Context: an optimization exercise on an open-source flow, tuned for small area and few clock cycles. The choices shown serve that exercise and are no tape-out recipe. At most, simulation tests tie the RTL to the original design; equivalence was not proved.

==> 05-03 <==
==> flow/design.v <==
module adf4350_enc (
    input  wire        clk,
    input  wire        rst,          
    input  wire        cmd_valid,
    output wire        ready,
    input  wire [3:0]  cmd_op,
    input  wire [31:0] cmd_a,
    input  wire [15:0] cmd_b,
    output reg  [31:0] result,
    output wire        fault,
    output wire [1:0]  fault_code,
    output wire        cs_n,
    output wire        sclk,
    output reg         sdata
);
    localparam [3:0] OP_INIT        = 4'h1;
    localparam [3:0] OP_SET_FREQ    = 4'h2;
    localparam [3:0] OP_GET_FREQ    = 4'h3;
    localparam [3:0] OP_SET_PD      = 4'h4;
    localparam [3:0] OP_SET_RF_EN   = 4'h5;
    localparam [3:0] OP_SET_AUX_EN  = 4'h6;
    localparam [3:0] OP_SET_RF_PWR  = 4'h7;
    localparam [3:0] OP_SET_AUX_PWR = 4'h8;
    localparam [3:0] OP_SET_FB_TYPE = 4'h9;
    reg        initd;
    reg [1:0]  fault_cause;
    reg [31:0] fkhz;         
    reg [15:0] ref_mhz;      
    reg        fb;
    reg        pd;
    reg        aux_en;
    reg        rf_en;
    reg [1:0]  aux_pwr;
    reg [1:0]  rf_pwr;
    reg [2:0]  frame;        
    reg [6:0]  cyc;          
    reg [3:0]  ra;           
    reg [6:0]  rb;           
    reg [15:0] rc;           
    assign fault      = |fault_cause;
    assign fault_code = fault_cause;
    wire   busy       = !(frame[2] && frame[1]);    
    assign ready      = !busy && !fault;
    function [18:0] radd;
        input [17:0] a;
        input [17:0] b;
        input        ci;
        integer i;
        reg c;
        begin
            c = ci;
            for (i = 0; i < 18; i = i + 1) begin
                radd[i] = a[i] ^ b[i] ^ c;
                c = (a[i] & b[i]) | (c & (a[i] ^ b[i]));
            end
            radd[18] = c;
        end
    endfunction
    localparam [16:0] T0 = 17'd68750;
    function lt_t0;
        input [16:0] v;
        integer i;
        reg lt, eq;
        begin
            lt = 1'b0;
            eq = 1'b1;
            for (i = 16; i >= 0; i = i - 1) begin
                if (T0[i])
                    lt = lt | (eq & !v[i]);
                eq = eq & (v[i] == T0[i]);
            end
            lt_t0 = lt;
        end
    endfunction
    wire [5:0] lt;
    genvar k;
    generate
        for (k = 0; k < 6; k = k + 1) begin : g_lt
            assign lt[k] = (fkhz[31:17+k] == 0) && lt_t0(fkhz[16+k:k]);
        end
    endgenerate
    reg [2:0] div;
    always @(*) begin
        if      (lt[0]) div = 3'd6;
        else if (lt[1]) div = 3'd5;
        else if (lt[2]) div = 3'd4;
        else if (lt[3]) div = 3'd3;
        else if (lt[4]) div = 3'd2;
        else if (lt[5]) div = 3'd1;
        else            div = 3'd0;
    end
    wire [3:0]  ci  = cyc[4:1];
    wire [4:0]  nj  = {frame[0], ~ci};
    wire [18:0] fis = radd({13'd0, nj}, {13'd0, 2'b11, ~div}, 1'b1);
    wire [4:0]  fi  = fis[4:0];
    wire        nb  = fkhz[fi];
    wire [4:0]  xa   = {ra, nb};
    wire        qa   = xa[4] | (xa[3] & (xa[2] | xa[1]));              
    wire [18:0] xa6  = radd({14'd0, xa[3:0]}, 18'd6, 1'b0);            
    wire [3:0]  ra_n = qa ? xa6[3:0] : xa[3:0];
    wire [7:0]  xb   = {rb, qa};
    wire        qb   = xb[7] | (xb[6] & xb[5] & (xb[4] | xb[3] | xb[2]));  
    wire [18:0] xb28 = radd({11'd0, xb[6:0]}, 18'd28, 1'b0);           
    wire [6:0]  rb_n = qb ? xb28[6:0] : xb[6:0];
    wire [16:0] xc   = {rc, qb};
    wire [18:0] dc   = radd({1'b0, xc}, {2'b01, ~ref_mhz}, 1'b1);      
    wire        qc   = dc[17];                                         
    wire [15:0] rc_n = qc ? dc[15:0] : xc[15:0];
    wire [9:0]  mx  = frame[0] ? ref_mhz[9:0] : rc[9:0];
    wire [6:0]  ma  = frame[0] ? 7'd0 : rb;
    wire        mi  = !frame[0] && (ra[3] | (ra[2] & (ra[1] | ra[0])));   
    wire [18:0] t3  = radd({8'd0, mx}, {7'd0, mx, 1'b0}, 1'b0);           
    wire [18:0] t25 = radd({8'd0, mx}, {5'd0, t3[9:0], 3'd0}, 1'b0);      
    wire [18:0] ys  = radd({6'd0, t25[9:0], 2'd0}, {11'd0, ma}, mi);
    wire [11:0] y   = ys[11:0];
    wire [31:0] w0 = {1'b0, {16{qc}}, y, 3'd0};
    wire [31:0] w1 = {4'b0000, 1'b1, 12'd1, y, 3'd1};
    wire [31:0] w2 = {1'b0, 2'b11, 3'b110, 11'd0, 1'b1, 1'b0, 4'b1110,
                      2'b00, 1'b1, pd, 2'b00, 3'd2};
    wire [31:0] w3 = {17'd0, 12'd150, 3'd3};
    wire [31:0] w4 = {8'd0, fb, div, 8'd200, 3'b000, aux_en, aux_pwr,
                      rf_en, rf_pwr, 3'd4};
    wire [31:0] w5 = {8'd0, 2'b01, 1'b0, 2'b11, 16'd0, 3'd5};
    reg  [31:0] wsel;
    always @(*) begin
        case (frame)
            3'd0:    wsel = w0;
            3'd1:    wsel = w1;
            3'd2:    wsel = w2;
            3'd3:    wsel = w3;
            3'd4:    wsel = w4;
            default: wsel = w5;
        endcase
    end
    wire [31:0] wnext;
    genvar g;
    generate
        for (g = 0; g < 31; g = g + 1) begin : g_wn
            assign wnext[g] = wsel[30 - g];
        end
    endgenerate
    assign wnext[31] = 1'b0;
    wire nxt = wnext[cyc[5:1]];
    wire accept  = cmd_valid && ready;
    wire op_ok   = (cmd_op >= OP_INIT) && (cmd_op <= OP_SET_FB_TYPE);
    wire is_init = (cmd_op == OP_INIT);
    wire b_zero  = (cmd_b == 16'd0);
    wire no_init = op_ok && !is_init && !initd;
    wire ref_bad = is_init && b_zero;
    wire commit  = op_ok && (cmd_op != OP_GET_FREQ) && !no_init && !ref_bad;
    wire a_nz = |cmd_a;
    wire [1:0] a_sat = (|cmd_a[31:2]) ? 2'd3 : cmd_a[1:0];
    assign cs_n = !busy || (cyc[6] && cyc[0]);
    assign sclk = busy && cyc[0] && !cyc[6];
    wire [18:0] cyc_s = radd({11'd0, cyc}, 18'd1, 1'b0);
    wire step = busy && cyc[0] && (cyc[6:5] == 2'b00) && (frame[2:1] == 2'b00);
    always @(posedge clk) begin
        if (rst) begin
            frame       <= 3'd7;
            initd       <= 1'b0;
            fault_cause <= 2'd0;
            fb          <= 1'b0;
            pd          <= 1'b0;
            aux_en      <= 1'b0;
            rf_en       <= 1'b0;
            aux_pwr     <= 2'd0;
            rf_pwr      <= 2'd0;
        end else begin
            if (accept) begin
                if (no_init)
                    fault_cause <= 2'd1;
                else if (ref_bad)
                    fault_cause <= 2'd2;
                if (is_init && !b_zero)
                    initd <= 1'b1;
                if (commit)
                    frame <= 3'd5;
                case (cmd_op)
                    OP_SET_PD:      pd      <= a_nz;
                    OP_SET_RF_EN:   rf_en   <= a_nz;
                    OP_SET_AUX_EN:  aux_en  <= a_nz;
                    OP_SET_RF_PWR:  rf_pwr  <= a_sat;
                    OP_SET_AUX_PWR: aux_pwr <= a_sat;
                    OP_SET_FB_TYPE: fb      <= a_nz;
                    default: ;
                endcase
            end
            if (busy && cyc[6] && (cyc[0] || frame == 3'd0))
                frame <= frame - 3'd1;
        end
    end
    always @(posedge clk) begin
        if (!busy || (cyc[6] && cyc[0]))
            cyc <= 7'd0;
        else
            cyc <= cyc_s[6:0];
        if (!busy || cyc[6])
            sdata <= 1'b0;                       
        else if (cyc[0])
            sdata <= nxt;
    end
    always @(posedge clk) begin
        if (accept && (cmd_op == OP_INIT || cmd_op == OP_SET_FREQ))
            fkhz <= cmd_a;
        if (accept && is_init)
            ref_mhz <= cmd_b;
        if (accept && cmd_op == OP_GET_FREQ)
            result <= fkhz;
    end
    always @(posedge clk) begin
        if (!busy) begin
            ra <= 4'd0;
            rb <= 7'd0;
            rc <= 16'd0;
        end else if (step) begin
            ra <= ra_n;
            rb <= rb_n;
            rc <= rc_n;
        end
    end
endmodule
==> flow/flow/run.sh <==
#!/bin/bash
# The standard layout (standard.sh) with these changes:
# - synthesis maps the logic with flow/abc.script in place of ORFS's
#   abc_speed.script (everything else in synthesis is unchanged, so the
#   registers are the standard synthesis's);
# - the port buffers are buf_1 cells;
# - CTS builds the tree from clkbuf_4 cells and inserts no dummy loads.
set -euo pipefail
here=$(pwd)
rm -rf "$here/scripts_abc"
cp -r "$FLOW_HOME/scripts" "$here/scripts_abc"
cp "$here/flow/abc.script" "$here/scripts_abc/abc_speed.script"
export BUFFER_PORTS_ARGS="-buffer_cell sky130_fd_sc_hd__buf_1"
export CTS_ARGS="-sink_clustering_enable -repair_clock_nets -dont_use_dummy_load -buf_list sky130_fd_sc_hd__clkbuf_4"
SCRIPTS_DIR="$here/scripts_abc" bash standard.sh synth > synth.log 2>&1
bash standard.sh > standard.log 2>&1
==> flow/flow/abc.script <==
strash
&get -n
&st
&deepsyn -T 20
&put
strash
&get -n
&dch -f
&nf
&put
topo
stime -c
dnsize -c
==> flow/standard.sh <==
#!/bin/bash
# synth_recipe.tcl (not shown) runs the flow's synth.tcl, then flattens the netlist and writes it again
# the make line also repeats each setting of config.mk as NAME=value (left out here)
make -C /OpenROAD-flow-scripts/flow DESIGN_CONFIG=/design/flow/config.mk WORK_HOME=/design/flow/orfs CLKGATE_MAP_FILE= SYNTH_SCRIPT=/design/flow/synth_recipe.tcl "${@:-finish}"
==> flow/config.mk <==
export PLATFORM = sky130hd
export DESIGN_NAME = adf4350_enc
export DESIGN_NICKNAME = adf4350_enc
export VERILOG_FILES = /design/flow/design.v
export SDC_FILE = /design/flow/constraint.sdc
export NUM_CORES = 4
export LEC_CHECK = 0
export CAP_MARGIN = 20
export CORE_MARGIN = 2
export CORE_UTILIZATION = 70
export SLEW_MARGIN = 20
==> flow/constraint.sdc <==
create_clock -name core_clock -period 10.0 [get_ports {clk}]
set_input_delay 2.0000 -clock core_clock [delete_from_list [all_inputs] [get_ports {clk}]]
set_output_delay 2.0000 -clock core_clock [all_outputs]
set_load 0.01 [all_outputs]
==> 10-12 (differences from 05-03) <==
--- a/flow/design.v
+++ b/flow/design.v
@@ -32,6 +32,7 @@
     reg        rf_en;
     reg [1:0]  aux_pwr;
     reg [1:0]  rf_pwr;
+    reg        busy;         
     reg [2:0]  frame;        
     reg [6:0]  cyc;          
     reg [3:0]  ra;           
@@ -39,7 +40,6 @@
     reg [15:0] rc;           
     assign fault      = |fault_cause;
     assign fault_code = fault_cause;
-    wire   busy       = !(frame[2] && frame[1]);    
     assign ready      = !busy && !fault;
     function [18:0] radd;
         input [17:0] a;
@@ -109,9 +109,9 @@
     wire [9:0]  mx  = frame[0] ? ref_mhz[9:0] : rc[9:0];
     wire [6:0]  ma  = frame[0] ? 7'd0 : rb;
     wire        mi  = !frame[0] && (ra[3] | (ra[2] & (ra[1] | ra[0])));   
-    wire [18:0] t3  = radd({8'd0, mx}, {7'd0, mx, 1'b0}, 1'b0);           
-    wire [18:0] t25 = radd({8'd0, mx}, {5'd0, t3[9:0], 3'd0}, 1'b0);      
-    wire [18:0] ys  = radd({6'd0, t25[9:0], 2'd0}, {11'd0, ma}, mi);
+    wire [18:0] ys1 = radd({6'd0, mx, 2'd0}, {11'd0, ma}, mi);         
+    wire [18:0] ys2 = radd({6'd0, mx[6:0], 5'd0}, {6'd0, mx[5:0], 6'd0}, 1'b0);  
+    wire [18:0] ys  = radd({6'd0, ys1[11:0]}, {6'd0, ys2[11:0]}, 1'b0);
     wire [11:0] y   = ys[11:0];
     wire [31:0] w0 = {1'b0, {16{qc}}, y, 3'd0};
     wire [31:0] w1 = {4'b0000, 1'b1, 12'd1, y, 3'd1};
@@ -156,7 +156,7 @@
     wire step = busy && cyc[0] && (cyc[6:5] == 2'b00) && (frame[2:1] == 2'b00);
     always @(posedge clk) begin
         if (rst) begin
-            frame       <= 3'd7;
+            busy        <= 1'b0;
             initd       <= 1'b0;
             fault_cause <= 2'd0;
             fb          <= 1'b0;
@@ -174,7 +174,7 @@
                 if (is_init && !b_zero)
                     initd <= 1'b1;
                 if (commit)
-                    frame <= 3'd5;
+                    busy <= 1'b1;
                 case (cmd_op)
                     OP_SET_PD:      pd      <= a_nz;
                     OP_SET_RF_EN:   rf_en   <= a_nz;
@@ -185,8 +185,8 @@
                     default: ;
                 endcase
             end
-            if (busy && cyc[6] && (cyc[0] || frame == 3'd0))
-                frame <= frame - 3'd1;
+            if (busy && frame == 3'd0 && cyc[6])
+                busy <= 1'b0;                    
         end
     end
     always @(posedge clk) begin
@@ -194,6 +194,10 @@
             cyc <= 7'd0;
         else
             cyc <= cyc_s[6:0];
+        if (!busy)
+            frame <= 3'd5;
+        else if (cyc[6] && cyc[0])
+            frame <= frame - 3'd1;
         if (!busy || cyc[6])
             sdata <= 1'b0;                       
         else if (cyc[0])
==> flow/flow/run.sh (replaced) <==
#!/bin/bash
# Standard layout with smaller port buffers and a clock tree without dummy loads.
set -euo pipefail
export BUFFER_PORTS_ARGS="-buffer_cell sky130_fd_sc_hd__buf_1"
export CTS_ARGS="-sink_clustering_enable -repair_clock_nets -dont_use_dummy_load -buf_list sky130_fd_sc_hd__clkbuf_8"
bash standard.sh > standard.log 2>&1
--- a/flow/config.mk
+++ b/flow/config.mk
@@ -7,5 +7,5 @@
 export LEC_CHECK = 0
 export CAP_MARGIN = 20
 export CORE_MARGIN = 2
-export CORE_UTILIZATION = 70
+export CORE_UTILIZATION = 40
 export SLEW_MARGIN = 20
removed: flow/flow/abc.script
==> impl_metrics.py <==
metrics = {
    "layout": {
        "nonClockBufferCount": 98,
        "nNetsFinal": 831,
        "fin_area_um2": 7880,
    },
    "grt": {
        "grt_util_all_layers_pct": 18.0,
    },
    "critical_path": {
        "cp_max_fo": 31,
    },
    "routing": {
        "wl_um": 15900,
    },
    "outcome": {
        "status": "complete, no violations",
    },
    "placed_design": {
        "gp_congestion": 0.868,
        "post-place-ws_ns": 1.36,
    },
}
the above is filed under 10-12

==> impl_metrics.py <==
metrics = {
    "layout": {
        "nonClockBufferCount": 99,
        "clk_share_pct": 1.78,
        "nNetsFinal": 803,
        "fin_area_um2": 7180,
    },
    "grt": {
        "grt_pass1_vias": 4843,
        "grt_util_all_layers_pct": 28.4,
    },
    "clock_network": {
        "cts_setup_buffers": 0,
        "cts_root_buf": "clkbuf_4",
    },
    "outcome": {
        "status": "complete, no violations",
    },
    "logic_synthesis": {
        "muxShareOfSynthArea_pct": 1.48,
    },
    "critical_path": {
        "cp_max_fo": 16,
    },
    "routing": {
        "wl_um": 13600,
    },
    "placed_design": {
        "post-place-ws_ns": 2.31,
    },
}
the above is filed under 05-03

Testbench counts of 05-03, summed over its fixed seeds: cycles 427,413.
The RTL of 10-12 was laid out without a check of its function.

-- static timing again, ports no longer ideal --
How much do the figures lean on ideal ports? The routed layouts below were timed once more, with nothing changed but the port constraints. Step 1 assumes that a clkbuf_16 drives the clock port and a buf_2 every other input. Step 2 adds t to the input delays and takes it off the output delays; t is the mean of the earliest and latest rising clock arrival at the registers after step 1. Input paths then give back, and output paths get back, about the clock's delay inside the block. Three values: no drivers, after step 1, after step 2; two values: the first two.
run	t, ns	setup slack, ns	worst register clock-pin slew, ns	pins driven straight from the clock port
05-03	0.533	2.206 / 2.206 / 2.206	0.11 / 0.11	1
10-12	0.472	1.316 / 1.316 / 1.316	0.08 / 0.08	1
After both steps every run listed still meets setup and hold.
